Background: an optimization exercise with open tools, aiming at a short achievable clock period. Do not read the settings as production practice.
In this exercise RTL edits were held to simulation tests only and were not proved equivalent to the original.
Power and IR drop assume default switching activity.

--- flow/config.mk ---
export PLATFORM = sky130hd
export DESIGN_NAME = clock_core
export DESIGN_NICKNAME = clock_core
export VERILOG_FILES = /design/flow/design.v
export SDC_FILE = /design/flow/constraint.sdc
export NUM_CORES = 4
export LEC_CHECK = 0
export CAP_MARGIN = 20
export CORE_MARGIN = 2
export CORE_UTILIZATION = 40
export SLEW_MARGIN = 20
export SYNTH_HIERARCHICAL = 1
export SYNTH_MINIMUM_KEEP_SIZE = 0
--- flow/constraint.sdc ---
create_clock -name core_clock -period 14.0 [get_ports {clk}]
set_input_delay 2.8000 -clock core_clock [delete_from_list [all_inputs] [get_ports {clk}]]
set_output_delay 2.8000 -clock core_clock [all_outputs]
set_load 0.01 [all_outputs]
--- flow/design.v ---
module bcd_decode (
    input  wire [15:0] p,
    output wire        ok,
    output wire [6:0]  m,
    output wire [6:0]  s
);
    assign ok = (p[15:12] <= 4'd9) && (p[11:8] <= 4'd9) &&
                (p[7:4]   <= 4'd9) && (p[3:0]  <= 4'd9);
    assign m  = {3'd0, p[15:12]} * 7'd10 + {3'd0, p[11:8]};
    assign s  = {3'd0, p[7:4]}   * 7'd10 + {3'd0, p[3:0]};
endmodule
module bcd_time_increment (
    input  wire [15:0] p,
    output wire [15:0] q,
    output wire        sec_wrap,
    output wire        hour_ovf
);
    wire [3:0] so = p[3:0];
    wire [3:0] st = p[7:4];
    wire [3:0] mo = p[11:8];
    wire [3:0] mt = p[15:12];
    wire c0 = 1'b1;
    wire c1 = c0 & (so == 4'd9);
    wire c2 = c1 & (st == 4'd5);
    wire c3 = c2 & (mo == 4'd9);
    wire [3:0] so_n = !c0 ? so : (so == 4'd9) ? 4'd0 : so + 4'd1;
    wire [3:0] st_n = !c1 ? st : (st == 4'd5) ? 4'd0 : st + 4'd1;
    wire [3:0] mo_n = !c2 ? mo : (mo == 4'd9) ? 4'd0 : mo + 4'd1;
    wire [3:0] mt_n = !c3 ? mt : (mt == 4'd5) ? 4'd0 : mt + 4'd1;
    assign q        = {mt_n, mo_n, st_n, so_n};
    assign sec_wrap = c2;
    assign hour_ovf = (q == 16'h0000);
endmodule
module debounce_edge_detector (
    input  wire       clk,
    input  wire       rst,
    input  wire       edge_mode,      
    input  wire       active,         
    input  wire       btn_raw,
    input  wire [9:0] sw_raw,
    input  wire       tmr_timeout,
    input  wire       host_ack_btn,
    input  wire       host_ack_tick,
    input  wire       ack_tick,       
    output reg        btn_lvl,
    output reg  [9:0] sw_lvl,
    output reg        btn_cap,
    output reg        tick_pending,
    output reg  [2:0] ev_kind,
    output wire [5:0] ev_val
);
    localparam EV_NOOP = 3'd0, EV_SET_SEC = 3'd1, EV_SET_MIN = 3'd2,
               EV_SET_HRS = 3'd3, EV_BUMP = 3'd4, EV_EXIT = 3'd5;
    wire trans = (btn_lvl != btn_raw);
    reg ack_btn;
    always @(*) begin
        ev_kind = EV_NOOP;
        ack_btn = 1'b0;
        if (active) begin
            if (edge_mode) begin
                if (btn_cap) begin
                    ack_btn = 1'b1;
                    if (btn_lvl) ev_kind = EV_BUMP;
                end
            end else begin
                if (sw_lvl[7])               ev_kind = EV_EXIT;
                else if (sw_lvl[9:8] == 2'd1) ev_kind = EV_SET_SEC;
                else if (sw_lvl[9:8] == 2'd2) ev_kind = EV_SET_MIN;
                else if (sw_lvl[9:8] == 2'd3) ev_kind = EV_SET_HRS;
                else if (btn_lvl)            ev_kind = EV_BUMP;
            end
        end
    end
    assign ev_val = sw_lvl[5:0];
    always @(posedge clk) begin
        if (rst) begin
            btn_lvl      <= 1'b0;
            sw_lvl       <= 10'd0;
            btn_cap      <= 1'b0;
            tick_pending <= 1'b0;
        end else begin
            btn_lvl      <= btn_raw;
            sw_lvl       <= sw_raw;
            btn_cap      <= trans | (btn_cap & ~(ack_btn | host_ack_btn));
            tick_pending <= tmr_timeout | (tick_pending & ~(ack_tick | host_ack_tick));
        end
    end
endmodule
module clock_state_mux #(
    parameter [15:0] SEED_PACKED = 16'h0000,
    parameter [6:0]  SEED_HOURS  = 7'd0,
    parameter [4:0]  N_TICKS     = 5'd10,
    parameter [5:0]  BUMP_AMOUNT = 6'd2
) (
    input  wire        clk,
    input  wire        rst,
    input  wire        irq_mode,       
    input  wire        active,
    input  wire [2:0]  ev_kind,
    input  wire [5:0]  ev_val,
    input  wire        tick_pending,
    input  wire        btn_cap,
    output reg  [15:0] packed_time,
    output reg  [6:0]  hours,
    output reg  [3:0]  sub_tick_count,
    output reg         halted,
    output wire        ack_tick,
    output wire        refresh
);
    localparam EV_NOOP = 3'd0, EV_SET_SEC = 3'd1, EV_SET_MIN = 3'd2,
               EV_SET_HRS = 3'd3, EV_BUMP = 3'd4, EV_EXIT = 3'd5;
    wire       cur_ok;
    wire [6:0] cur_m, cur_s;
    bcd_decode u_dec_cur (.p(packed_time), .ok(cur_ok), .m(cur_m), .s(cur_s));
    wire [5:0]  set_v    = ev_val % 6'd60;
    wire [5:0]  set_tens = set_v / 6'd10;
    wire [5:0]  set_ones = set_v % 6'd10;
    wire [7:0]  set_bcd  = {set_tens[3:0], set_ones[3:0]};
    wire [11:0] bump_tot   = cur_m * 12'd60 + {5'd0, cur_s} + {6'd0, BUMP_AMOUNT};
    wire [11:0] bump_rem   = bump_tot % 12'd3600;
    wire [11:0] bump_min   = bump_rem / 12'd60;
    wire [11:0] bump_sec   = bump_rem % 12'd60;
    wire [11:0] bump_mt    = bump_min / 12'd10;
    wire [11:0] bump_mo    = bump_min % 12'd10;
    wire [11:0] bump_st    = bump_sec / 12'd10;
    wire [11:0] bump_so    = bump_sec % 12'd10;
    wire [15:0] bump_pt    = {bump_mt[3:0], bump_mo[3:0], bump_st[3:0], bump_so[3:0]};
    wire [11:0] bump_carry = bump_tot / 12'd3600;
    wire [7:0]  bump_hsum  = {1'b0, hours} + bump_carry[7:0];
    wire [7:0]  bump_hr    = bump_hsum % 8'd100;
    reg [15:0] pt1;
    reg [6:0]  hr1;
    reg        hl1;
    always @(*) begin
        pt1 = packed_time;
        hr1 = hours;
        hl1 = halted;
        case (ev_kind)
            EV_SET_SEC: pt1 = {packed_time[15:8], set_bcd};
            EV_SET_MIN: pt1 = {set_bcd, packed_time[7:0]};
            EV_SET_HRS: hr1 = {1'b0, ev_val} % 7'd100;
            EV_BUMP: if (cur_ok) begin
                pt1 = bump_pt;
                hr1 = bump_hr[6:0];
            end
            EV_EXIT:    hl1 = 1'b1;
            default: ;
        endcase
    end
    wire serve_tick = active && tick_pending && !hl1 && (!irq_mode || !btn_cap);
    wire [15:0] inc_q;
    wire        inc_sec_wrap, inc_hour_ovf;
    bcd_time_increment u_inc (.p(pt1), .q(inc_q), .sec_wrap(inc_sec_wrap),
                              .hour_ovf(inc_hour_ovf));
    wire [4:0] sub_next = {1'b0, sub_tick_count} + 5'd1;
    wire       advance  = serve_tick && (sub_next >= N_TICKS[4:0]);
    wire [7:0] hr_inc   = ({1'b0, hr1} + 8'd1) % 8'd100;
    assign ack_tick = serve_tick;
    assign refresh  = advance;
    always @(posedge clk) begin
        if (rst) begin
            packed_time    <= SEED_PACKED;
            hours          <= SEED_HOURS;
            sub_tick_count <= 4'd0;
            halted         <= 1'b0;
        end else begin
            halted <= hl1;
            if (advance) begin
                packed_time    <= inc_q;
                hours          <= inc_hour_ovf ? hr_inc[6:0] : hr1;
                sub_tick_count <= 4'd0;
            end else begin
                packed_time    <= pt1;
                hours          <= hr1;
                if (serve_tick) sub_tick_count <= sub_next[3:0];
            end
        end
    end
endmodule
module clock_core (
    input  wire        clk,
    input  wire        rst,
    input  wire        cfg_irq,        
    input  wire        cfg_edge,       
    input  wire        btn_raw,
    input  wire [9:0]  sw_raw,
    input  wire        tmr_timeout,
    input  wire        dispatch_en,
    input  wire        host_ack_btn,
    input  wire        host_ack_tick,
    output wire [15:0] packed_time,
    output wire [6:0]  hours,
    output wire [3:0]  sub_tick_count,
    output wire        halted,
    output wire        tick_pending,
    output wire        btn_cap,
    output wire        btn_lvl,
    output wire [9:0]  sw_lvl,
    output wire [6:0]  dec_min,
    output wire [6:0]  dec_sec,
    output wire        bcd_err,
    output wire        refresh,
    output wire        irq
);
    reg [15:0] pt;
    reg [6:0]  hr;
    reg [3:0]  sub;
    reg        hlt, tp, bc, bl;
    reg [9:0]  sw;
    reg [6:0]  dm, ds;
    reg        be;
    reg        adv_rdy;    
    reg        adv_irq;    
    reg        adv_lvl;    
    reg        irq_rdy;    
    assign packed_time    = pt;
    assign hours          = hr;
    assign sub_tick_count = sub;
    assign halted         = hlt;
    assign tick_pending   = tp;
    assign btn_cap        = bc;
    assign btn_lvl        = bl;
    assign sw_lvl         = sw;
    assign dec_min        = dm;
    assign dec_sec        = ds;
    assign bcd_err        = be;
    function [15:0] inc1(input [15:0] p);
        reg [3:0] so, st, mo, mt;
        reg c1, c2, c3;
        begin
            so = p[3:0]; st = p[7:4]; mo = p[11:8]; mt = p[15:12];
            c1 = (so == 4'd9);
            c2 = c1 & (st == 4'd5);
            c3 = c2 & (mo == 4'd9);
            inc1 = {(!c3 ? mt : (mt == 4'd5) ? 4'd0 : mt + 4'd1),
                    (!c2 ? mo : (mo == 4'd9) ? 4'd0 : mo + 4'd1),
                    (!c1 ? st : (st == 4'd5) ? 4'd0 : st + 4'd1),
                    ((so == 4'd9) ? 4'd0 : so + 4'd1)};
        end
    endfunction
    function [16:0] add2(input [15:0] p);
        reg [3:0] so, st, mo, mt;
        reg c1, c2, c3, c4;
        begin
            so = p[3:0]; st = p[7:4]; mo = p[11:8]; mt = p[15:12];
            c1 = (so >= 4'd8);
            c2 = c1 & (st == 4'd5);
            c3 = c2 & (mo == 4'd9);
            c4 = c3 & (mt == 4'd5);
            add2 = {c4,
                    (!c3 ? mt : (mt == 4'd5) ? 4'd0 : mt + 4'd1),
                    (!c2 ? mo : (mo == 4'd9) ? 4'd0 : mo + 4'd1),
                    (!c1 ? st : (st == 4'd5) ? 4'd0 : st + 4'd1),
                    (c1 ? so - 4'd8 : so + 4'd2)};
        end
    endfunction
    function [6:0] hinc(input [6:0] h);
        reg [7:0] t;
        begin
            t = ({1'b0, h} + 8'd1) % 8'd100;
            hinc = t[6:0];
        end
    endfunction
    function [7:0] set_bcd(input [5:0] v);
        reg [5:0] m, t, o;
        begin
            m = v % 6'd60;
            t = m / 6'd10;
            o = m % 6'd10;
            set_bcd = {t[3:0], o[3:0]};
        end
    endfunction
    function [26:0] tick(input [15:0] p, input [6:0] h, input [3:0] s, input serve);
        reg [15:0] q;
        begin
            q = inc1(p);
            if (serve && s >= 4'd9)
                tick = {q, ((q == 16'h0000) ? hinc(h) : h), 4'd0};
            else if (serve)
                tick = {p, h, s + 4'd1};
            else
                tick = {p, h, s};
        end
    endfunction
    wire [16:0] b2     = add2(pt);
    wire        do_bmp = bc & bl;
    wire [15:0] pe1    = do_bmp ? b2[15:0] : pt;
    wire [6:0]  he1    = (do_bmp && b2[16]) ? hinc(hr) : hr;
    wire [5:0]  v     = sw[5:0];
    wire [1:0]  sel   = sw[9:8];
    wire        lexit = sw[7];
    reg  [15:0] pl1;
    reg  [6:0]  hl1;
    always @(*) begin
        pl1 = pt;
        hl1 = hr;
        if (!lexit) begin
            case (sel)
                2'd1: pl1 = {pt[15:8], set_bcd(v)};
                2'd2: pl1 = {set_bcd(v), pt[7:0]};
                2'd3: hl1 = {1'b0, v};
                default: if (bl) begin
                    pl1 = b2[15:0];
                    hl1 = b2[16] ? hinc(hr) : hr;
                end
            endcase
        end
    end
    wire [26:0] cur_t = {pt, hr, sub};
    wire [26:0] edg_t = hlt ? cur_t : tick(pe1, he1, sub, tp);
    wire [26:0] irq_t = hlt ? cur_t : tick(pe1, he1, sub, tp & ~bc);
    wire [26:0] lvl_t = hlt ? cur_t : tick(pl1, hl1, sub, tp & ~lexit);
    wire m_irq, m_edge, m_lvl;
    clock_core_mode u_mode (
        .dispatch_en(dispatch_en), .cfg_irq(cfg_irq), .cfg_edge(cfg_edge),
        .m_irq(m_irq), .m_edge(m_edge), .m_lvl(m_lvl)
    );
    wire [26:0] nxt_t = m_irq  ? irq_t :
                        m_edge ? edg_t :
                        m_lvl  ? lvl_t : cur_t;
    wire serve   = ~hlt & tp & ((m_irq & ~bc) | m_edge | (m_lvl & ~lexit));
    wire ack_btn = ~hlt & bc & (m_irq | m_edge);
    wire hlt_n   = hlt | (m_lvl & lexit);
    wire tp_n    = tmr_timeout | (tp & ~(serve | host_ack_tick));
    wire bc_n    = (bl ^ btn_raw) | (bc & ~(ack_btn | host_ack_btn));
    wire [15:0] pt_n  = nxt_t[26:11];
    wire [6:0]  hr_n  = nxt_t[10:4];
    wire [3:0]  sub_n = nxt_t[3:0];
    always @(posedge clk) begin
        if (rst) begin
            pt      <= 16'h0000;
            hr      <= 7'd0;
            sub     <= 4'd0;
            hlt     <= 1'b0;
            tp      <= 1'b0;
            bc      <= 1'b0;
            bl      <= 1'b0;
            sw      <= 10'd0;
            dm      <= 7'd0;
            ds      <= 7'd0;
            be      <= 1'b0;
            adv_rdy <= 1'b0;
            adv_irq <= 1'b0;
            adv_lvl <= 1'b0;
            irq_rdy <= 1'b0;
        end else begin
            pt      <= pt_n;
            hr      <= hr_n;
            sub     <= sub_n;
            hlt     <= hlt_n;
            tp      <= tp_n;
            bc      <= bc_n;
            bl      <= btn_raw;
            sw      <= sw_raw;
            dm      <= {3'd0, pt_n[15:12]} * 7'd10 + {3'd0, pt_n[11:8]};
            ds      <= {3'd0, pt_n[7:4]}   * 7'd10 + {3'd0, pt_n[3:0]};
            be      <= (pt_n[15:12] > 4'd9) | (pt_n[11:8] > 4'd9) |
                       (pt_n[7:4]   > 4'd9) | (pt_n[3:0]  > 4'd9);
            adv_rdy <= ~hlt_n & tp_n & (sub_n >= 4'd9);
            adv_irq <= ~hlt_n & tp_n & (sub_n >= 4'd9) & ~bc_n;
            adv_lvl <= ~hlt_n & tp_n & (sub_n >= 4'd9) & ~sw_raw[7];
            irq_rdy <= ~hlt_n & (bc_n | tp_n);
        end
    end
    clock_core_outs u_outs (
        .dispatch_en(dispatch_en), .cfg_irq(cfg_irq), .cfg_edge(cfg_edge),
        .adv_rdy(adv_rdy), .adv_irq(adv_irq), .adv_lvl(adv_lvl), .irq_rdy(irq_rdy),
        .refresh(refresh), .irq(irq)
    );
endmodule
module clock_core_outs (
    input  wire dispatch_en,
    input  wire cfg_irq,
    input  wire cfg_edge,
    input  wire adv_rdy,
    input  wire adv_irq,
    input  wire adv_lvl,
    input  wire irq_rdy,
    output wire refresh,
    output wire irq
);
    wire n_irq, n_edge, n_lvl;
    clock_core_nand3  u_t_irq  (.a(dispatch_en), .b(cfg_irq), .c(adv_irq), .y(n_irq));
    clock_core_nand4b u_t_edge (.a_n(cfg_irq), .b(dispatch_en), .c(cfg_edge), .d(adv_rdy), .y(n_edge));
    clock_core_nand3b u_t_lvl  (.a_n(cfg_irq), .b(dispatch_en), .c(adv_lvl), .y(n_lvl));
    clock_core_nand3  u_sum    (.a(n_irq), .b(n_edge), .c(n_lvl), .y(refresh));
    assign irq = cfg_irq & irq_rdy;
endmodule
module clock_core_nand3 (input wire a, input wire b, input wire c, output wire y);
    assign y = ~(a & b & c);
endmodule
module clock_core_nand3b (input wire a_n, input wire b, input wire c, output wire y);
    assign y = ~(~a_n & b & c);
endmodule
module clock_core_nand4b (input wire a_n, input wire b, input wire c, input wire d, output wire y);
    assign y = ~(~a_n & b & c & d);
endmodule
module clock_core_mode (
    input  wire dispatch_en,
    input  wire cfg_irq,
    input  wire cfg_edge,
    output wire m_irq,
    output wire m_edge,
    output wire m_lvl
);
    assign m_irq  = dispatch_en & cfg_irq;
    assign m_edge = dispatch_en & ~cfg_irq & cfg_edge;
    assign m_lvl  = dispatch_en & ~cfg_irq & ~cfg_edge;
endmodule
--- flow/flow/run.sh ---
#!/bin/bash
set -euo pipefail
bash standard.sh SETUP_SLACK_MARGIN=8.5 finish > standard.log 2>&1
--- flow/standard.sh ---
#!/bin/bash
# synth_recipe.tcl (not shown) runs the flow's synth.tcl, then flattens the netlist and writes it again
# the make line also repeats each setting of config.mk as NAME=value (left out here)
make -C /OpenROAD-flow-scripts/flow DESIGN_CONFIG=/design/flow/config.mk WORK_HOME=/design/flow/orfs CLKGATE_MAP_FILE= SYNTH_SCRIPT=/design/flow/synth_recipe.tcl "${@:-finish}"
==> results_tabular.tex, run 1 <==
\begin{tabular}{lr}
\hline
Metric & Value \\
\hline
\multicolumn{2}{l}{\textbf{Clocking}} \\
Max clock buf depth & 2 \\
Htree depth & 3 \\
CTS Root Cell & sky130\_fd\_sc\_hd\_\_clkbuf\_16 \\
Worst-path clk slew & 50 ps \\
Worst-skew pair later-pin latency & 350 ps \\
Num CTS Buffers & 9 \\
Hold-fix buffer count after cts & 0 \\
Clock sinks & 58 \\
Clock tree from TritonCTS & built \\
\multicolumn{2}{l}{\textbf{Logic synthesis}} \\
Parity-gate share of the synthesized area counting xor and xnor cells & 0.0304 \\
Adder-cell share of the synthesized area & 0.0688 \\
Flop and latch count out of synthesis & 58 \\
Syn avg cell area & 6.94 sq um \\
Dominant combinational cell family by area after synthesis & compound AO/OA/AOI/OAI gates \\
Synth Area in Compound Gates & 0.336 \\
Number of flops mapped to enable cells by yosys & 0 \\
Mapped Area & 0.00865 sq mm \\
Yosys warnings & 7 \\
Portion of the post-synthesis area used by sequential elements & 0.134 \\
Number of nets produced by synthesis & 1311 \\
Count of unique library cells instantiated by Yosys & 111 \\
Multiplexer share of the synthesized area & 0.0421 \\
Cells after synthesis & 1247 \\
Primary FF master, synth & sky130\_fd\_sc\_hd\_\_dfxtp\_1 \\
Async S/R FF share, synth & 0 \\
Share of synthesized cell area in and, or, nand and nor gates & 0.318 \\
\multicolumn{2}{l}{\textbf{Worst setup path}} \\
Endpoint type of the worst setup path & output pin \\
Logic depth of the worst path, buffers included & 4 \\
Worst reg2reg path depth & 26 \\
Cell type of the slowest stage on the worst timing path & sky130\_fd\_sc\_hd\_\_nand4b\_1 \\
Class of the most critical setup path & input port to output pin \\
Critical Path Start Type & input port \\
Critical path buffer and inverter count & 2 \\
CP max FO & 7 \\
CP arrival & 3260 ps \\
Max stage delay on crit path & 170 ps \\
Ordered cell list for the critical path & buf\_8 > nand4b\_1 > nand3\_2 > buf\_6 \\
Endpoint required time on the critical path & 11200 ps \\
Cell family contributing the most delay on the critical path & simple AND/OR/NAND/NOR gates \\
\multicolumn{2}{l}{\textbf{Pwr}} \\
Post-route total power & 0.708 mW \\
Worst supply voltage drop on vdd & 0.0662 mV \\
Pwr/cell area & 68.0 mW/mm\^{}2 \\
Leakage power total & 3.77 nW \\
\multicolumn{2}{l}{\textbf{Timing}} \\
Number of pins exceeding their max-slew limit in the final report & 0 \\
Unrepaired setup endpoints after global routing & true \\
Transition time at the pin with the least slew margin & 1240 ps \\
Final period demand of the worst path & 6060 ps \\
Maximum operating frequency & 165 MHz \\
Post-route setup slack & 7940 ps \\
Final worst clock skew & 11.7 ps \\
Hold Violations, Final & 0 \\
Post-route worst hold slack & 573 ps \\
Ratio of final minimum period to clock period & 0.433 \\
Total setup violations reported at the end of the flow & 0 \\
Setup\_tns & 0 ps \\
Max-Slew Margin vs Limit & 0.170 \\
\multicolumn{2}{l}{\textbf{Floorplanning}} \\
Initial standard-cell utilization of the core & 0.409 \\
I/O pin count & 77 \\
Die extent in x & 151 microns \\
Die area & 0.0228 sq mm \\
Die Y-Extent & 151 microns \\
FP Rows & 53 \\
Area inside the core boundary & 0.0212 sq mm \\
\multicolumn{2}{l}{\textbf{Route}} \\
Initial drt markers & 1380 \\
Routed wire length per instance & 20.6 microns \\
Residual antenna-violating net count after detailed routing & 0 \\
Iteration count of the initial detailed-routing pass & 8 \\
Routed wire length & 32500 microns \\
Number of DRC violations after detailed routing & 0 \\
Count of vias placed by the detailed router & 10100 \\
Via/cell ratio & 6.42 \\
\multicolumn{2}{l}{\textbf{GRT}} \\
Vias in the first global route & 8582 \\
Antenna violations before repair & 0 \\
Global-route wire length before repair & 48800 microns \\
Maximum number of pins on one net before global-route repair & 59 \\
Overflow left after global routing & 0 \\
GRT Total Usage & 0.272 \\
\multicolumn{2}{l}{\textbf{Placement}} \\
Input/output buffers & 76 \\
Last weighted congestion value of the routability-driven placer & 0.925 \\
Setup WS pre-CTS & 6870 ps \\
Final HPWL DP & 23100 microns \\
\multicolumn{2}{l}{\textbf{Worst hold path}} \\
Class of the tightest hold or removal check & flop to flop \\
Cell count of the worst hold path & 2 \\
\multicolumn{2}{l}{\textbf{Final layout}} \\
Area added between synthesis and finish & 20.3\% \\
Share of cells above drive strength 1 & 0.150 \\
Area of combinational cells with multiple inputs & 0.00722 sq mm \\
Final net count & 1363 \\
Antenna cells & 0 \\
Number of fill cells & 2105 \\
Flip-flop and latch area & 0.00119 sq mm \\
\multicolumn{2}{l}{\textbf{Run status}} \\
Result of the run & complete, no violations \\
\multicolumn{2}{l}{\textbf{Flow run}} \\
Maximum capacitance violations & 0 \\
\hline
\end{tabular}
Yosys stat by module (local to each module, per instance):
module | cells | flops+latches | times used | cell area [sq um]
clock_core_outs | 1 | 0 | 1 | 6.26
clock_core | 1239 | 58 | 1 | 8590
clock_core_nand3 | 1 | 0 | 2 | 5.00
clock_core_nand3b | 1 | 0 | 1 | 7.51
clock_core_nand4b | 1 | 0 | 1 | 8.76
clock_core_mode | 3 | 0 | 1 | 28.8
cell type report:
| type | count | area share |
|---|---|---|
| Tap cell | 275 | 0.0330 |
| Inverter | 50 | 0.0186 |
| Sequential cell | 58 | 0.114 |
| Multi-Input combinational cell | 1050 | 0.693 |
| Timing Repair Buffer | 130 | 0.115 |
| Clock inverter | 5 | 0.00288 |
| Clock buffer | 11 | 0.0233 |
worst paths after layout:
check	from	endpoint	slack, ps
setup / recovery	cfg_irq	refresh	7940
hold reg to reg	hlt$_SDFF_PP0_	hlt$_SDFF_PP0_	570
setup reg to reg	sw[2]$_SDFF_PP0_	ds[6]$_SDFF_PP0_	8460
hold / removal	hlt$_SDFF_PP0_	hlt$_SDFF_PP0_	570
metrics by stage:
stage / cell area, sq um / cells / utilization
final: 10400 / 1579 / 0.492
after global routing: 10400 / 1579 / 0.492
after CTS: 9830 / 1541 / 0.465
after detailed placement: 9440 / 1521 / 0.446
after global placement: 9440 / 1521 / 0.446
after floorplan: 8680 / 1247 / -
synth_stat cells, types with 24 or more instances:
cell / count / area, sq um
sky130_fd_sc_hd__nand3_1: 41 / 205
sky130_fd_sc_hd__buf_2: 24 / 120
sky130_fd_sc_hd__inv_1: 47 / 176
sky130_fd_sc_hd__nor3_1: 37 / 185
sky130_fd_sc_hd__nand2_1: 117 / 439
sky130_fd_sc_hd__nor2b_1: 47 / 294
sky130_fd_sc_hd__o21ai_0: 85 / 425
sky130_fd_sc_hd__dfxtp_1: 58 / 1160
sky130_fd_sc_hd__nor2_1: 114 / 428
sky130_fd_sc_hd__a31oi_1: 28 / 175
sky130_fd_sc_hd__clkbuf_1: 48 / 180
sky130_fd_sc_hd__a21oi_1: 95 / 475
sky130_fd_sc_hd__ha_1: 42 / 526
logic make-up after synthesis:
family | after synthesis
adders and majority gates | 46
xor gates and xnor gates | 30
AOI/OAI and AO/OA | 426
muxes | 34
and+or+nand+nor | 514
DFF | 58
buffers and inverters | 139
report_power, final:
group,switching [mW],internal (mW),leakage (nW)
Sequential,0.0283,0.179,0.482
Combinational,0.161,0.124,3.15
Clock,0.0917,0.124,0.131
sequential cells by signal, indices dropped and copies added, names as in the netlist, 4 cells and up:
| signal | count |
|---|---|
| pt | 16 |
| ds | 6 |
| hr | 7 |
| sw | 10 |
| dm | 6 |
| sub | 4 |
per-layer routing:
layer	wire (microns)	up-vias	share of wire	track usage
met5	0	-	0	0
met4	931	0	0.029	0.0907
met3	2650	78	0.082	0.0328
met2	14300	552	0.44	0.414
met1	14600	4749	0.45	0.395
li1	-	4764	-	-
worst register-to-register path, cell delays in order (launching register included):
cell and delay (ps):
sky130_fd_sc_hd__dfxtp_4 380, sky130_fd_sc_hd__and2_4 180, sky130_fd_sc_hd__nand2_1 60, sky130_fd_sc_hd__nand2_1 90, sky130_fd_sc_hd__ha_4 320, sky130_fd_sc_hd__nand3b_1 110, sky130_fd_sc_hd__a221o_1 220, sky130_fd_sc_hd__o311ai_4 150
sky130_fd_sc_hd__a211o_1 320, sky130_fd_sc_hd__a31oi_4 270, sky130_fd_sc_hd__ha_4 180, sky130_fd_sc_hd__inv_1 60, sky130_fd_sc_hd__o31ai_4 290, sky130_fd_sc_hd__and2_4 230, sky130_fd_sc_hd__nand2_1 150, sky130_fd_sc_hd__nor3b_2 240
sky130_fd_sc_hd__mux2i_1 260, sky130_fd_sc_hd__a221oi_2 100, sky130_fd_sc_hd__a21oi_2 260, sky130_fd_sc_hd__ha_1 280, sky130_fd_sc_hd__ha_1 210, sky130_fd_sc_hd__fa_1 530, sky130_fd_sc_hd__nand2_1 60, sky130_fd_sc_hd__nor2_1 110
sky130_fd_sc_hd__xor2_1 180, sky130_fd_sc_hd__xnor2_1 130, sky130_fd_sc_hd__nor2_1 60
placed cells by master (no fill, tap or decap), types with 8 or more instances in the layout:
cell,instances
sky130_fd_sc_hd__nand2_1,115
sky130_fd_sc_hd__nor2_1,111
sky130_fd_sc_hd__a21oi_1,91
sky130_fd_sc_hd__o21ai_0,76
sky130_fd_sc_hd__clkdlybuf4s50_1,70
sky130_fd_sc_hd__buf_4,51
sky130_fd_sc_hd__dfxtp_1,49
sky130_fd_sc_hd__inv_1,44
sky130_fd_sc_hd__nor2b_1,42
sky130_fd_sc_hd__nand3_1,40
sky130_fd_sc_hd__ha_1,37
sky130_fd_sc_hd__nor3_1,33
sky130_fd_sc_hd__a31oi_1,27
sky130_fd_sc_hd__nand2b_1,22
sky130_fd_sc_hd__xnor2_1,20
sky130_fd_sc_hd__nand4_1,18
sky130_fd_sc_hd__o21ai_1,16
sky130_fd_sc_hd__mux2_2,15
sky130_fd_sc_hd__mux2i_1,15
sky130_fd_sc_hd__a21o_1,15
sky130_fd_sc_hd__o21a_1,14
sky130_fd_sc_hd__and2_1,13
sky130_fd_sc_hd__nor4_1,13
sky130_fd_sc_hd__o211ai_1,12
sky130_fd_sc_hd__o22ai_1,11
sky130_fd_sc_hd__xor2_1,10
sky130_fd_sc_hd__o31ai_1,10
sky130_fd_sc_hd__clkbuf_16,10
sky130_fd_sc_hd__or3_1,9
sky130_fd_sc_hd__a211oi_1,9
sky130_fd_sc_hd__nand3b_1,8
sky130_fd_sc_hd__nor3b_1,8
sky130_fd_sc_hd__and3_1,8
what timing repair did:
action / 4_1_cts / 5_1_grt
gates resized for setup: 53 / 77
pin swaps: 5 / 15
buffers inserted: 4 / 37
hold endpoints to repair: 0 / 0
gates cloned: 0 / 1
endpoints found under the setup margin: 20 / 19
==> run 2, diff against run 1 <==
--- a/flow/design.v
+++ b/flow/design.v
@@ -380,8 +380,9 @@
     output wire irq
 );
-    wire n_irq, n_edge, n_lvl;
+    wire n_irq, n_edge, n_lvl, not_irq;
+    clock_core_inv    u_not_irq (.a(cfg_irq), .y(not_irq));
     clock_core_nand3  u_t_irq  (.a(dispatch_en), .b(cfg_irq), .c(adv_irq), .y(n_irq));
-    clock_core_nand4b u_t_edge (.a_n(cfg_irq), .b(dispatch_en), .c(cfg_edge), .d(adv_rdy), .y(n_edge));
-    clock_core_nand3b u_t_lvl  (.a_n(cfg_irq), .b(dispatch_en), .c(adv_lvl), .y(n_lvl));
+    clock_core_nand4  u_t_edge (.a(not_irq), .b(dispatch_en), .c(cfg_edge), .d(adv_rdy), .y(n_edge));
+    clock_core_nand3  u_t_lvl  (.a(not_irq), .b(dispatch_en), .c(adv_lvl), .y(n_lvl));
     clock_core_nand3  u_sum    (.a(n_irq), .b(n_edge), .c(n_lvl), .y(refresh));
     assign irq = cfg_irq & irq_rdy;
@@ -390,9 +391,9 @@
     assign y = ~(a & b & c);
 endmodule
-module clock_core_nand3b (input wire a_n, input wire b, input wire c, output wire y);
-    assign y = ~(~a_n & b & c);
+module clock_core_inv (input wire a, output wire y);
+    assign y = ~a;
 endmodule
-module clock_core_nand4b (input wire a_n, input wire b, input wire c, input wire d, output wire y);
-    assign y = ~(~a_n & b & c & d);
+module clock_core_nand4 (input wire a, input wire b, input wire c, input wire d, output wire y);
+    assign y = ~(a & b & c & d);
 endmodule
 module clock_core_mode (
==> flow/flow/run.sh (replaced) <==
#!/bin/bash
set -euo pipefail
bash standard.sh SETUP_SLACK_MARGIN=9.5 finish > standard.log 2>&1
==> results_tabular.tex, run 2 <==
\begin{tabular}{lr}
\hline
Metric & Value \\
\hline
\multicolumn{2}{l}{\textbf{Run status}} \\
Result of the run & complete, no violations \\
\multicolumn{2}{l}{\textbf{Pwr}} \\
Pwr/cell area & 66.9 mW/mm\^{}2 (-1.6\%) \\
Leakage power total & 4.14 nW (+9.8\%) \\
Fraction of power consumed by combinational cells & 0.432 (+0.030) \\
Clk network pwr share & 0.299 (-0.005) \\
Internal & 0.466 mW (+9.1\%) \\
Post-route total power & 0.765 mW (+8.0\%) \\
Sw frac & 0.390 (-0.00601) \\
Net switching component of the power & 0.298 mW (+6.3\%) \\
Worst supply voltage drop on vdd & 0.0585 mV (-12\%) \\
Power share of the sequential group & 0.270 (-0.023) \\
\multicolumn{2}{l}{\textbf{Clocking}} \\
Worst-path clk slew & 50 ps (about the same) \\
Num CTS Buffers & 9 (unchanged) \\
Hold-fix buffer count after cts & 0 (unchanged) \\
Clock sinks & 58 (unchanged) \\
Htree depth & 3 (unchanged) \\
Worst-skew pair later-pin latency & 350 ps (about the same) \\
Max clock buf depth & 2 (unchanged) \\
Clock tree from TritonCTS & built \\
CTS Root Cell & sky130\_fd\_sc\_hd\_\_clkbuf\_16 \\
\multicolumn{2}{l}{\textbf{Logic synthesis}} \\
Flop and latch count out of synthesis & 58 (unchanged) \\
Async S/R FF share, synth & 0 (unchanged) \\
Mapped Area & 0.00865 sq mm (about the same) \\
List of most frequent post-synthesis cells & sky130\_fd\_sc\_hd\_\_nand2\_1, sky130\_fd\_sc\_hd\_\_nor2\_1, sky130\_fd\_sc\_hd\_\_a21oi\_1, sky130\_fd\_sc\_hd\_\_o21ai\_0, sky130\_fd\_sc\_hd\_\_dfxtp\_1 \\
Number of flops mapped to enable cells by yosys & 0 (unchanged) \\
Primary FF master, synth & sky130\_fd\_sc\_hd\_\_dfxtp\_1 \\
Largest area contributor in the netlist & sky130\_fd\_sc\_hd\_\_dfxtp\_1 \\
Number of nets produced by synthesis & 1312 (+0.076\%) \\
Count of unique library cells instantiated by Yosys & 111 (unchanged) \\
Multiplexer share of the synthesized area & 0.0421 (about the same) \\
Share of the synthesized area in the top cell type & 0.134 (about the same) \\
Parity-gate share of the synthesized area counting xor and xnor cells & 0.0304 (about the same) \\
Portion of the post-synthesis area used by sequential elements & 0.134 (about the same) \\
Syn avg cell area & 6.93 sq um (about the same) \\
Dominant combinational cell family by area after synthesis & compound AO/OA/AOI/OAI gates \\
Leading post-synthesis cells by cell area & sky130\_fd\_sc\_hd\_\_dfxtp\_1, sky130\_fd\_sc\_hd\_\_ha\_1, sky130\_fd\_sc\_hd\_\_a21oi\_1 \\
Share of synthesized cell area in and, or, nand and nor gates & 0.318 (-0.000532) \\
Cells after synthesis & 1248 (+0.080\%) \\
Synth Area in Compound Gates & 0.336 (about the same) \\
Most repeated cell in the gate-level netlist after synthesis & sky130\_fd\_sc\_hd\_\_nand2\_1 \\
Adder-cell share of the synthesized area & 0.0688 (about the same) \\
Yosys warnings & 7 (unchanged) \\
\multicolumn{2}{l}{\textbf{Timing}} \\
Total setup violations reported at the end of the flow & 0 (unchanged) \\
Ratio of final minimum period to clock period & 0.432 (-0.000914) \\
Max-Slew Margin vs Limit & 0.331 (+0.162) \\
Final worst clock skew & 8.42 ps (-3.23 ps) \\
Post-route setup slack & 7960 ps (+12.8 ps) \\
Maximum operating frequency & 165 MHz (+0.21\%) \\
Number of pins exceeding their max-slew limit in the final report & 0 (unchanged) \\
Post-route worst hold slack & 574 ps (+0.949 ps) \\
Setup\_tns & 0 ps (unchanged) \\
Transition time at the pin with the least slew margin & 996 ps (-241 ps) \\
Hold Violations, Final & 0 (unchanged) \\
Final period demand of the worst path & 6040 ps (-12.8 ps) \\
Unrepaired setup endpoints after global routing & true \\
\multicolumn{2}{l}{\textbf{Placement}} \\
Input/output buffers & 76 (unchanged) \\
Final HPWL DP & 23200 microns (+0.43\%) \\
Total cell area at the placement stage & 0.00966 sq mm (+2.3\%) \\
Last weighted congestion value of the routability-driven placer & 0.949 (+2.6\%) \\
Placed insts & 1522 (+0.066\%) \\
Setup WS pre-CTS & 6890 ps (+19.8 ps) \\
\multicolumn{2}{l}{\textbf{Floorplanning}} \\
Initial standard-cell utilization of the core & 0.409 (about the same) \\
Area inside the core boundary & 0.0212 sq mm (unchanged) \\
Die Y-Extent & 151 microns (about the same) \\
FP Rows & 53 (unchanged) \\
I/O pin count & 77 (unchanged) \\
Die area & 0.0228 sq mm (about the same) \\
Die extent in x & 151 microns (about the same) \\
\multicolumn{2}{l}{\textbf{Final layout}} \\
Final net count & 1416 (+3.9\%) \\
Number of flip-flops under the largest register name & 16 (unchanged) \\
Registers with the highest flip-flop counts & pt x16, sw x10, hr x7 \\
Number of standard cells in the layout, taps in and fillers out & 1632 (+3.4\%) \\
Area added between synthesis and finish & 32.1\% \\
Most frequent standard cell in the layout excluding fill and tap cells & sky130\_fd\_sc\_hd\_\_nand2\_1 \\
Biggest register & pt \\
Most used cells in the layout excluding fill and tap cells & sky130\_fd\_sc\_hd\_\_nand2\_1, sky130\_fd\_sc\_hd\_\_nor2\_1, sky130\_fd\_sc\_hd\_\_buf\_4, sky130\_fd\_sc\_hd\_\_a21oi\_1, sky130\_fd\_sc\_hd\_\_o21ai\_0 \\
Share of cells above drive strength 1 & 0.242 (+0.0922) \\
Core utilization of the finished layout & 0.540 (+0.0481) \\
Antenna cells & 0 (unchanged) \\
Final std cell area, no fill & 0.0114 sq mm (+9.8\%) \\
\multicolumn{2}{l}{\textbf{Worst setup path}} \\
Endpoint type of the worst setup path & output pin \\
Endpoint required time on the critical path & 11200 ps (about the same) \\
CP arrival & 3240 ps (-20 ps) \\
CP max FO & 5 (-2) \\
Critical Path Start Type & input port \\
Class of the most critical setup path & input port to output pin \\
Worst reg2reg path depth & 26 (unchanged) \\
\multicolumn{2}{l}{\textbf{Route}} \\
Routed wire length per instance & 21.0 microns (+2.0\%) \\
Count of vias placed by the detailed router & 10400 (+2.9\%) \\
Routed wire length & 34300 microns (+5.4\%) \\
Initial drt markers & 1291 (-6.4\%) \\
Residual antenna-violating net count after detailed routing & 0 (unchanged) \\
Via/cell ratio & 6.40 (-0.43\%) \\
Number of DRC violations after detailed routing & 0 (unchanged) \\
Iteration count of the initial detailed-routing pass & 6 (-2) \\
\multicolumn{2}{l}{\textbf{GRT}} \\
Global-route wire length before repair & 50300 microns (+3.2\%) \\
Maximum number of pins on one net before global-route repair & 59 (unchanged) \\
Overflow left after global routing & 0 (unchanged) \\
Vias in the first global route & 8943 (+4.2\%) \\
GRT Total Usage & 0.281 (+0.00967) \\
Antenna violations before repair & 0 (unchanged) \\
\multicolumn{2}{l}{\textbf{Worst hold path}} \\
Class of the tightest hold or removal check & flop to flop \\
Cell count of the worst hold path & 2 (unchanged) \\
\multicolumn{2}{l}{\textbf{Flow run}} \\
Maximum capacitance violations & 0 (unchanged) \\
\hline
\end{tabular}
run 2: changes by cell type in the layout (fill, tap and decap cells not counted), sizes merged:
| cell | delta |
|---|---|
| nand3 | +1 |
| and3b | +1 |
| bufinv | +1 |
| clkinv | -1 |
| buf | +52 |
| inv | +1 |
| nand3b | -1 |
| nand4 | +1 |
| nand4b | -1 |
| clkbuf | -1 |
run 2: area by class of cell:
class                      instances  area [sq um]
fill                            2002          9720
multi-input combinational       1051          7740
timing repair buffer             181          1640
sequential                        58          1210
tap                              275           344
clock buffer                      11           233
inverter                          51           208
clock inverter                     5          55.1
run 2: layer usage:
layer	vias to the layer above	global-route usage	wire length, microns
met5	-	0	0
met4	0	0.0958	895
met3	70	0.0349	2560
met2	522	0.427	15500
met1	4971	0.410	15300
li1	4875	-	-
run 2: worst max-delay path, cell delays in order:
cell and delay (ps):
sky130_fd_sc_hd__buf_12 110, sky130_fd_sc_hd__clkinv_8 40, sky130_fd_sc_hd__nand4_1 90, sky130_fd_sc_hd__nand3_2 100, sky130_fd_sc_hd__buf_6 100
run 2: per-module statistics from Yosys, one instance, submodules excluded:
module / cells / times used
clock_core_outs: 1 / 1
clock_core_inv: 1 / 1
clock_core_nand3: 1 / 3
clock_core_mode: 3 / 1
clock_core_nand4: 1 / 1
clock_core: 1239 / 1
run 2: kinds of logic after synthesis:
group / Yosys count
AOI/OAI and AO/OA: 426
xor gates and xnor gates: 30
muxes: 34
DFF: 58
and+or+nand+nor: 514
buffers and inverters: 140
adders and majority gates: 46
run 2: final timing paths:
kind,slack (ps),start,end
setup reg to reg,8430,sw[2]$_SDFF_PP0_,ds[6]$_SDFF_PP0_
hold reg to reg,570,sub[1]$_SDFF_PP0_,sub[1]$_SDFF_PP0_
setup / recovery,7960,cfg_irq,refresh
hold / removal,570,sub[1]$_SDFF_PP0_,sub[1]$_SDFF_PP0_
run 2: what timing repair did:
item,in CTS,in global routing
cloned,0,3
setup buffers,15,76
gates resized for setup,85,141
pin swaps,7,27
endpoints found under the setup margin,59,47
run 2: power groups by stage:
stage               Sequential, mW  Combinational, mW  Clock, mW
floorplan                    0.199              0.187          0
global placement             0.210              0.263          0
detailed placement           0.210              0.263          0
CTS                          0.205              0.278      0.232
global route                 0.208              0.356      0.237
finish                       0.206              0.330      0.228
==> run 3, diff against run 2 <==
==> flow/flow/run.sh (replaced) <==
#!/bin/bash
set -euo pipefail
bash standard.sh SETUP_SLACK_MARGIN=8.5 finish > standard.log 2>&1
==> results_tabular.tex, run 3 <==
\begin{tabular}{lr}
\hline
Metric & Value \\
\hline
\multicolumn{2}{l}{\textbf{Logic synthesis}} \\
Flop and latch count out of synthesis & 58 (unchanged) \\
List of most frequent post-synthesis cells & sky130\_fd\_sc\_hd\_\_nand2\_1, sky130\_fd\_sc\_hd\_\_nor2\_1, sky130\_fd\_sc\_hd\_\_a21oi\_1, sky130\_fd\_sc\_hd\_\_o21ai\_0, sky130\_fd\_sc\_hd\_\_dfxtp\_1 \\
Yosys warnings & 7 (unchanged) \\
Number of flops mapped to enable cells by yosys & 0 (unchanged) \\
Mapped Area & 0.00865 sq mm (unchanged) \\
Number of nets produced by synthesis & 1312 (unchanged) \\
Leading post-synthesis cells by cell area & sky130\_fd\_sc\_hd\_\_dfxtp\_1, sky130\_fd\_sc\_hd\_\_ha\_1, sky130\_fd\_sc\_hd\_\_a21oi\_1 \\
Async S/R FF share, synth & 0 (unchanged) \\
Primary FF master, synth & sky130\_fd\_sc\_hd\_\_dfxtp\_1 \\
Syn avg cell area & 6.93 sq um (unchanged) \\
Cells after synthesis & 1248 (unchanged) \\
Count of unique library cells instantiated by Yosys & 111 (unchanged) \\
Share of the synthesized area in the top cell type & 0.134 (unchanged) \\
Most repeated cell in the gate-level netlist after synthesis & sky130\_fd\_sc\_hd\_\_nand2\_1 \\
Largest area contributor in the netlist & sky130\_fd\_sc\_hd\_\_dfxtp\_1 \\
Portion of the post-synthesis area used by sequential elements & 0.134 (unchanged) \\
\multicolumn{2}{l}{\textbf{Timing}} \\
Maximum operating frequency & 166 MHz (+0.49\%) \\
Ratio of final minimum period to clock period & 0.430 (-0.00210) \\
Max-Slew Margin vs Limit & 0.266 (-0.0652) \\
Final period demand of the worst path & 6010 ps (-29.4 ps) \\
Final worst clock skew & 11.0 ps (+2.57 ps) \\
Number of pins exceeding their max-slew limit in the final report & 0 (unchanged) \\
Hold Violations, Final & 0 (unchanged) \\
Transition time at the pin with the least slew margin & 1090 ps (+93.1 ps) \\
Unrepaired setup endpoints after global routing & true \\
Setup\_tns & 0 ps (unchanged) \\
Total setup violations reported at the end of the flow & 0 (unchanged) \\
Post-route worst hold slack & 586 ps (+11.3 ps) \\
\multicolumn{2}{l}{\textbf{Worst setup path}} \\
Cell type of the slowest stage on the worst timing path & sky130\_fd\_sc\_hd\_\_buf\_12 \\
Endpoint required time on the critical path & 11200 ps (about the same) \\
Critical path buffer and inverter count & 3 (unchanged) \\
CP max FO & 6 (+1) \\
Ordered cell list for the critical path & buf\_12 > clkinv\_8 > nand4\_1 > nand3\_2 > buf\_6 \\
Critical Path Start Type & input port \\
Max stage delay on crit path & 120 ps (about the same) \\
Cell family contributing the most delay on the critical path & buffers and inverters \\
Class of the most critical setup path & input port to output pin \\
CP arrival & 3210 ps (-30 ps) \\
Endpoint type of the worst setup path & output pin \\
\multicolumn{2}{l}{\textbf{Route}} \\
Iteration count of the initial detailed-routing pass & 6 (unchanged) \\
Residual antenna-violating net count after detailed routing & 0 (unchanged) \\
Number of DRC violations after detailed routing & 0 (unchanged) \\
Count of vias placed by the detailed router & 9958 (-4.6\%) \\
Routed met3 length & 2380 microns (-7.0\%) \\
Routed wire length per instance & 20.4 microns (-2.6\%) \\
Via/cell ratio & 6.37 (-0.39\%) \\
Initial drt markers & 1122 (-13\%) \\
Detailed-routed wire length on met2 & 13900 microns (-10\%) \\
Met1 wire length & 14500 microns (-5.1\%) \\
Max Used Layer & met4 \\
Routed wire length & 31900 microns (-6.7\%) \\
\multicolumn{2}{l}{\textbf{Final layout}} \\
Share of cells above drive strength 1 & 0.138 (-0.104) \\
Number of fill cells & 2170 (+8.4\%) \\
Number of flip-flops under the largest register name & 16 (unchanged) \\
Biggest register & pt \\
Most frequent standard cell in the layout excluding fill and tap cells & sky130\_fd\_sc\_hd\_\_nand2\_1 \\
Area added between synthesis and finish & 19.3\% \\
Final net count & 1349 (-4.7\%) \\
Most used cells in the layout excluding fill and tap cells & sky130\_fd\_sc\_hd\_\_nand2\_1, sky130\_fd\_sc\_hd\_\_nor2\_1, sky130\_fd\_sc\_hd\_\_a21oi\_1, sky130\_fd\_sc\_hd\_\_o21ai\_0, sky130\_fd\_sc\_hd\_\_clkdlybuf4s50\_1 \\
Antenna cells & 0 (unchanged) \\
Registers with the highest flip-flop counts & pt x16, sw x10, hr x7 \\
Flip-flop and latch area & 0.00119 sq mm (-1.8\%) \\
Area of combinational cells with multiple inputs & 0.00721 sq mm (-6.8\%) \\
\multicolumn{2}{l}{\textbf{Floorplanning}} \\
FP Rows & 53 (unchanged) \\
Die extent in x & 151 microns (unchanged) \\
I/O pin count & 77 (unchanged) \\
Die Y-Extent & 151 microns (unchanged) \\
Initial standard-cell utilization of the core & 0.409 (unchanged) \\
Area inside the core boundary & 0.0212 sq mm (unchanged) \\
Die area & 0.0228 sq mm (unchanged) \\
\multicolumn{2}{l}{\textbf{GRT}} \\
Overflow left after global routing & 0 (unchanged) \\
GRT Total Usage & 0.274 (-0.00752) \\
Antenna violations before repair & 0 (unchanged) \\
Vias in the first global route & 8876 (-0.75\%) \\
Global-route wire length before repair & 48900 microns (-2.9\%) \\
Maximum number of pins on one net before global-route repair & 59 (unchanged) \\
\multicolumn{2}{l}{\textbf{Clocking}} \\
Htree depth & 3 (unchanged) \\
Max clock buf depth & 2 (unchanged) \\
Clock tree from TritonCTS & built \\
Worst-skew pair later-pin latency & 350 ps (about the same) \\
CTS Root Cell & sky130\_fd\_sc\_hd\_\_clkbuf\_16 \\
Clock sinks & 58 (unchanged) \\
Worst-path clk slew & 50 ps (about the same) \\
Num CTS Buffers & 9 (unchanged) \\
\multicolumn{2}{l}{\textbf{Placement}} \\
Last weighted congestion value of the routability-driven placer & 0.981 (+3.4\%) \\
Final HPWL DP & 23300 microns (+0.22\%) \\
Input/output buffers & 76 (unchanged) \\
\multicolumn{2}{l}{\textbf{Worst hold path}} \\
Class of the tightest hold or removal check & flop to flop \\
\multicolumn{2}{l}{\textbf{Run status}} \\
Result of the run & complete, no violations \\
\multicolumn{2}{l}{\textbf{Flow run}} \\
Maximum capacitance violations & 0 (unchanged) \\
\multicolumn{2}{l}{\textbf{Pwr}} \\
Leakage power total & 3.73 nW (-9.9\%) \\
Worst supply voltage drop on vdd & 0.0557 mV (-4.9\%) \\
Pwr/cell area & 69.6 mW/mm\^{}2 (+4.1\%) \\
\hline
\end{tabular}
## run 3: cell counts after synthesis
No cell type changed its count.
## run 3: worst paths after layout
| path | slack (ps) | end | startpoint | depth (start not counted) |
|---|---|---|---|---|
| setup / recovery | 7990 | refresh | cfg_irq | 5 |
| hold / removal | 590 | sub[3]$_SDFF_PP0_ | sub[3]$_SDFF_PP0_ | 2 |
| setup reg to reg | 8460 | dm[6]$_SDFF_PP0_ | sw[9]$_SDFF_PP0_ | 21 |
| hold reg to reg | 590 | sub[3]$_SDFF_PP0_ | sub[3]$_SDFF_PP0_ | 2 |
## run 3: cell type report
cell class | count | share of cell area
Multi-Input combinational cell | 1050 | 0.699
Sequential cell | 58 | 0.115
Timing Repair Buffer | 115 | 0.104
Tap cell | 275 | 0.0333
Clock buffer | 11 | 0.0245
Inverter | 51 | 0.0205
Clock inverter | 3 | 0.00388
## run 3: per-module statistics from Yosys (local to each module, per instance)
module / flops+latches / copies in the design / cell area, sq um / cells inside
clock_core: 58 / 1 / 8590 / 1239
clock_core_mode: 0 / 1 / 28.8 / 3
clock_core_nand4: 0 / 1 / 6.26 / 1
clock_core_outs: 0 / 1 / 6.26 / 1
clock_core_nand3: 0 / 3 / 5.00 / 1
clock_core_inv: 0 / 1 / 3.75 / 1
## run 3: worst register-to-register path, stage by stage (launching register included)
cell and delay (ps):
sky130_fd_sc_hd__dfxtp_1 480, sky130_fd_sc_hd__inv_1 170, sky130_fd_sc_hd__ha_1 280, sky130_fd_sc_hd__or2_2 390
sky130_fd_sc_hd__or3_1 320, sky130_fd_sc_hd__o311ai_0 110, sky130_fd_sc_hd__nand3_1 360, sky130_fd_sc_hd__ha_1 310
sky130_fd_sc_hd__nand3_1 60, sky130_fd_sc_hd__a31o_2 160, sky130_fd_sc_hd__and3b_2 250, sky130_fd_sc_hd__and3_4 210
sky130_fd_sc_hd__a211oi_1 420, sky130_fd_sc_hd__o22ai_1 330, sky130_fd_sc_hd__xor2_1 240, sky130_fd_sc_hd__ha_1 230
sky130_fd_sc_hd__inv_1 60, sky130_fd_sc_hd__fa_1 450, sky130_fd_sc_hd__nor3b_1 230, sky130_fd_sc_hd__o21ai_1 110
sky130_fd_sc_hd__xnor2_1 160, sky130_fd_sc_hd__nor2_1 60
## run 3: routing by layer
layer / up-vias / global-route usage
li1: 4737 / -
met1: 4691 / 0.386
met2: 451 / 0.413
met3: 79 / 0.0464
met4: 0 / 0.112
met5: - / 0
## run 3: cell families (layout without fill, tap and decap cells)
group | Yosys count | in the layout | synth area share
mux | 34 | 34 | 0.0421
simple gates | 514 | 514 | 0.318
flops | 58 | 58 | 0.134
buf+inv | 140 | 180 | 0.0713
xor+xnor | 30 | 30 | 0.0304
compound gates | 426 | 426 | 0.336
fa+ha+maj | 46 | 46 | 0.0688
## run 3: metrics by stage
| stage | utilization | worst slack [ps] | power, mW | cells | area [sq um] |
|---|---|---|---|---|---|
| 3_3_place_gp | 0.446 | 6960 | 0.460 | 1521 | 9440 |
| 2_1_floorplan | - | 8200 | 0.373 | 1248 | 8680 |
| 5_1_grt | 0.488 | 7960 | 0.757 | 1563 | 10300 |
| 4_1_cts | 0.467 | 7960 | 0.702 | 1538 | 9880 |
| 3_5_place_dp | 0.446 | 6870 | 0.460 | 1521 | 9440 |
| 6_report | 0.488 | 7990 | 0.719 | 1563 | 10300 |
## run 3: repair_timing
item | 4_1_cts | 5_1_grt
resized for setup | 61 | 63
pin swaps | 5 | 11
setup endpoints to repair | 22 | 18
gates cloned | 0 | 0
hold buffers | 0 | 0
setup buffers | 3 | 25
## run 3: power by group
group	internal, mW	switching [mW]	total (mW)	leakage (nW)
clock network	0.145	0.0865	0.231	0.147
logic	0.121	0.158	0.279	3.10
registers	0.180	0.0292	0.209	0.483
total	0.446	0.273	0.719	3.73
==> run 4, diff against run 3 <==
--- a/flow/config.mk
+++ b/flow/config.mk
@@ -8,5 +8,5 @@
 export CAP_MARGIN = 20
 export CORE_MARGIN = 2
-export CORE_UTILIZATION = 40
+export CORE_UTILIZATION = 60
 export SLEW_MARGIN = 20
 export SYNTH_HIERARCHICAL = 1
==> results_tabular.tex, run 4 <==
\begin{tabular}{lr}
\hline
Metric & Value \\
\hline
\multicolumn{2}{l}{\textbf{Placement}} \\
Total cell area at the placement stage & 0.00933 sq mm (-1.2\%) \\
Last weighted congestion value of the routability-driven placer & 1.03 (+4.8\%) \\
Final HPWL DP & 21900 microns (-6.1\%) \\
Input/output buffers & 76 (unchanged) \\
Placed insts & 1427 (-6.2\%) \\
\multicolumn{2}{l}{\textbf{Logic synthesis}} \\
Share of the synthesized area in the top cell type & 0.134 (unchanged) \\
Number of flops mapped to enable cells by yosys & 0 (unchanged) \\
List of most frequent post-synthesis cells & sky130\_fd\_sc\_hd\_\_nand2\_1, sky130\_fd\_sc\_hd\_\_nor2\_1, sky130\_fd\_sc\_hd\_\_a21oi\_1, sky130\_fd\_sc\_hd\_\_o21ai\_0, sky130\_fd\_sc\_hd\_\_dfxtp\_1 \\
Async S/R FF share, synth & 0 (unchanged) \\
Yosys warnings & 7 (unchanged) \\
Most repeated cell in the gate-level netlist after synthesis & sky130\_fd\_sc\_hd\_\_nand2\_1 \\
Portion of the post-synthesis area used by sequential elements & 0.134 (unchanged) \\
Count of unique library cells instantiated by Yosys & 111 (unchanged) \\
Primary FF master, synth & sky130\_fd\_sc\_hd\_\_dfxtp\_1 \\
Leading post-synthesis cells by cell area & sky130\_fd\_sc\_hd\_\_dfxtp\_1, sky130\_fd\_sc\_hd\_\_ha\_1, sky130\_fd\_sc\_hd\_\_a21oi\_1 \\
Mapped Area & 0.00865 sq mm (unchanged) \\
Largest area contributor in the netlist & sky130\_fd\_sc\_hd\_\_dfxtp\_1 \\
Cells after synthesis & 1248 (unchanged) \\
Number of nets produced by synthesis & 1312 (unchanged) \\
Flop and latch count out of synthesis & 58 (unchanged) \\
Syn avg cell area & 6.93 sq um (unchanged) \\
\multicolumn{2}{l}{\textbf{Clocking}} \\
Num CTS Buffers & 9 (unchanged) \\
Htree depth & 3 (unchanged) \\
Max clock buf depth & 2 (unchanged) \\
Worst-path clk slew & 50 ps (about the same) \\
Worst-skew pair later-pin latency & 350 ps (about the same) \\
Clock sinks & 58 (unchanged) \\
Clock tree from TritonCTS & built \\
CTS Root Cell & sky130\_fd\_sc\_hd\_\_clkbuf\_16 \\
Hold-fix buffer count after cts & 0 (unchanged) \\
\multicolumn{2}{l}{\textbf{Route}} \\
Routed wire length per instance & 20.9 microns (+2.3\%) \\
Number of DRC violations after detailed routing & 0 (unchanged) \\
Count of vias placed by the detailed router & 10400 (+4.6\%) \\
Initial drt markers & 1497 (+33\%) \\
Via/cell ratio & 6.99 (+9.7\%) \\
Routed wire length & 31100 microns (-2.5\%) \\
Residual antenna-violating net count after detailed routing & 0 (unchanged) \\
Iteration count of the initial detailed-routing pass & 9 (+3) \\
\multicolumn{2}{l}{\textbf{Worst setup path}} \\
Endpoint required time on the critical path & 11200 ps (about the same) \\
CP max FO & 6 (unchanged) \\
CP arrival & 3230 ps (+20 ps) \\
Capture instance of the worst register-to-register path & ds[6]\$\_SDFF\_PP0\_ \\
Start of the worst register-to-register path & sw[2]\$\_SDFF\_PP0\_ \\
Register-to-register setup slack & 8450 ps (about the same) \\
Worst reg2reg path depth & 26 (+24\%) \\
Crit path launch & cfg\_irq \\
Class of the most critical setup path & input port to output pin \\
Crit path capture & refresh \\
Endpoint type of the worst setup path & output pin \\
Critical Path Start Type & input port \\
\multicolumn{2}{l}{\textbf{Timing}} \\
Setup\_tns & 0 ps (unchanged) \\
Hold Violations, Final & 0 (unchanged) \\
Total setup violations reported at the end of the flow & 0 (unchanged) \\
Transition time at the pin with the least slew margin & 985 ps (-104 ps) \\
Maximum operating frequency & 166 MHz (-0.19\%) \\
Max-Slew Margin vs Limit & 0.336 (+0.0702) \\
Final period demand of the worst path & 6030 ps (+11.6 ps) \\
Ratio of final minimum period to clock period & 0.430 (+0.000826) \\
Number of pins exceeding their max-slew limit in the final report & 0 (unchanged) \\
Final worst clock skew & 7.04 ps (-3.95 ps) \\
Unrepaired setup endpoints after global routing & true \\
\multicolumn{2}{l}{\textbf{Final layout}} \\
Share of cells above drive strength 1 & 0.160 (+0.0213) \\
Area added between synthesis and finish & 20.5\% \\
Core utilization of the finished layout & 0.746 (+0.258) \\
Final net count & 1369 (+1.5\%) \\
Final std cell area, no fill & 0.0104 sq mm (+1.0\%) \\
Most frequent standard cell in the layout excluding fill and tap cells & sky130\_fd\_sc\_hd\_\_nand2\_1 \\
Most used cells in the layout excluding fill and tap cells & sky130\_fd\_sc\_hd\_\_nand2\_1, sky130\_fd\_sc\_hd\_\_nor2\_1, sky130\_fd\_sc\_hd\_\_a21oi\_1, sky130\_fd\_sc\_hd\_\_o21ai\_0, sky130\_fd\_sc\_hd\_\_clkdlybuf4s50\_1 \\
Number of flip-flops under the largest register name & 16 (unchanged) \\
Antenna cells & 0 (unchanged) \\
Biggest register & pt \\
Number of standard cells in the layout, taps in and fillers out & 1490 (-4.7\%) \\
Registers with the highest flip-flop counts & pt x16, sw x10, hr x7 \\
\multicolumn{2}{l}{\textbf{Floorplanning}} \\
Die area & 0.0154 sq mm (-33\%) \\
FP Rows & 43 (-19\%) \\
Initial standard-cell utilization of the core & 0.619 (+0.210) \\
Die Y-Extent & 124 microns (-18\%) \\
Area inside the core boundary & 0.0140 sq mm (-34\%) \\
Die extent in x & 124 microns (-18\%) \\
I/O pin count & 77 (unchanged) \\
\multicolumn{2}{l}{\textbf{Pwr}} \\
Internal & 0.466 mW (+4.7\%) \\
Leakage power total & 3.83 nW (+2.7\%) \\
Sw frac & 0.371 (-0.00918) \\
Post-route total power & 0.741 mW (+3.1\%) \\
Net switching component of the power & 0.275 mW (+0.64\%) \\
Clk network pwr share & 0.333 (+0.011) \\
Fraction of power consumed by combinational cells & 0.387 (about the same) \\
Power share of the sequential group & 0.280 (-0.010) \\
Worst supply voltage drop on vdd & 0.0816 mV (+47\%) \\
Pwr/cell area & 71.1 mW/mm\^{}2 (+2.1\%) \\
\multicolumn{2}{l}{\textbf{Run status}} \\
Result of the run & complete, no violations \\
\multicolumn{2}{l}{\textbf{GRT}} \\
Global-route wire length before repair & 46500 microns (-4.9\%) \\
Vias in the first global route & 8907 (+0.35\%) \\
Maximum number of pins on one net before global-route repair & 59 (unchanged) \\
Overflow left after global routing & 0 (unchanged) \\
Antenna violations before repair & 0 (unchanged) \\
GRT Total Usage & 0.386 (+0.112) \\
\multicolumn{2}{l}{\textbf{Flow run}} \\
Maximum capacitance violations & 0 (unchanged) \\
\multicolumn{2}{l}{\textbf{Worst hold path}} \\
Class of the tightest hold or removal check & flop to flop \\
\hline
\end{tabular}
## run 4: worst min path at each step
stage	from	endpoint	slack (ps)	depth (start not counted)
finish	sub[1]$_SDFF_PP0_	sub[1]$_SDFF_PP0_	590	2
global route	sub[1]$_SDFF_PP0_	sub[1]$_SDFF_PP0_	630	2
floorplan	sub[1]$_SDFF_PP0_	sub[1]$_SDFF_PP0_	570	2
global placement	sub[1]$_SDFF_PP0_	sub[1]$_SDFF_PP0_	560	2
CTS	sub[3]$_SDFF_PP0_	sub[3]$_SDFF_PP0_	590	2
detailed placement	sub[3]$_SDFF_PP0_	sub[3]$_SDFF_PP0_	570	2
## run 4: Yosys stat by module (local to each module, per instance)
module            area (sq um)  flops+latches  copies in the design  cells inside
clock_core                8590             58                     1          1239
clock_core_mode           28.8              0                     1             3
clock_core_nand4          6.26              0                     1             1
clock_core_outs           6.26              0                     1             1
clock_core_nand3          5.00              0                     3             1
clock_core_inv            3.75              0                     1             1
## run 4: repair_timing
action | CTS | global route
gates cloned | 0 | 1
gates resized for setup | 60 | 77
endpoints found under the setup margin | 22 | 17
buffers inserted | 3 | 43
pin swaps | 7 | 32
## run 4: kinds of logic (layout without fill, tap and decap cells)
group | after synthesis | count (layout) | share of synthesized area
multiplexers | 34 | 34 | 0.0421
AO/OA/AOI/OAI | 426 | 426 | 0.336
flip-flops | 58 | 58 | 0.134
XOR/XNOR | 30 | 30 | 0.0304
buffers and inverters | 140 | 202 | 0.0713
AND/OR/NAND/NOR | 514 | 514 | 0.318
adder cells (fa/ha/maj) | 46 | 46 | 0.0688
## run 4: per-layer routing
layer,global-route usage,vias to the layer above,part of all wire
met4,0.172,0,0.043
met2,0.573,716,0.43
met5,0,-,0
met3,0.0861,131,0.12
li1,-,4788,-
met1,0.532,4780,0.41
## run 4: stage by stage
step	hold WS, ps	worst slack (ps)
4_1_cts	588	7970
6_report	587	7970
5_1_grt	634	7930
2_1_floorplan	567	8200
3_3_place_gp	563	6970
3_5_place_dp	570	6840
## run 4: cell type report
type | instances | area [sq um]
multi-input combinational | 1050 | 7240
tap | 180 | 225
sequential | 58 | 1190
inverter | 51 | 208
fill | 1163 | 3560
clock inverter | 4 | 75.1
clock buffer | 12 | 246
timing repair buffer | 135 | 1250
## run 4: power groups by stage
stage	clock network, mW	logic [mW]	registers (mW)
6_report	0.247	0.287	0.208
5_1_grt	0.254	0.309	0.209
4_1_cts	0.245	0.256	0.207
3_5_place_dp	0	0.248	0.210
3_3_place_gp	0	0.245	0.210
2_1_floorplan	0	0.174	0.199
## run 4: critical path: stages
cell and delay (ps):
sky130_fd_sc_hd__buf_12 100, sky130_fd_sc_hd__clkinv_8 40, sky130_fd_sc_hd__nand3_1 80, sky130_fd_sc_hd__nand3_2 80, sky130_fd_sc_hd__buf_6 120

[separate check: timing with driven ports]
In the flow no input, the clock included, has a driving cell. The finished layouts below were timed again as built, in two steps.
Step 1 (the two cells are an assumption about what drives the block):
set clk [get_ports {clk}]
set_driving_cell -lib_cell sky130_fd_sc_hd__clkbuf_16 $clk
set_driving_cell -lib_cell sky130_fd_sc_hd__buf_2 [delete_from_list [all_inputs] $clk]
Step 2, shift: input delay + t, output delay - t, t = (earliest + latest rising clock arrival at the registers) / 2. This alone moves slack from input paths to output paths.
Three values: ideal, step 1, step 2; two values: the first two.
| run | t (ns) | setup WS [ns] | worst hold slack (ns) | worst setup path at the end | pins driven straight from the clock port |
|---|---|---|---|---|---|
| run 1 | 0.395 | 7.944 / 7.906 / 7.906 | 0.573 / 0.573 / 0.573 | input to output | 1 |
| run 2 | 0.397 | 7.957 / 7.905 / 7.771 | 0.574 / 0.574 / 0.574 | input to register | 1 |
| run 3 | 0.392 | 7.986 / 7.927 / 7.891 | 0.586 / 0.586 / 0.586 | input to register | 1 |
| run 4 | 0.389 | 7.975 / 7.912 / 7.851 | 0.587 / 0.587 / 0.587 | input to register | 1 |
After both steps setup and hold are still met in every run listed. The setup slack of run 2, which loses most, moves by -0.052 ns with the drivers and by -0.186 ns with both steps.
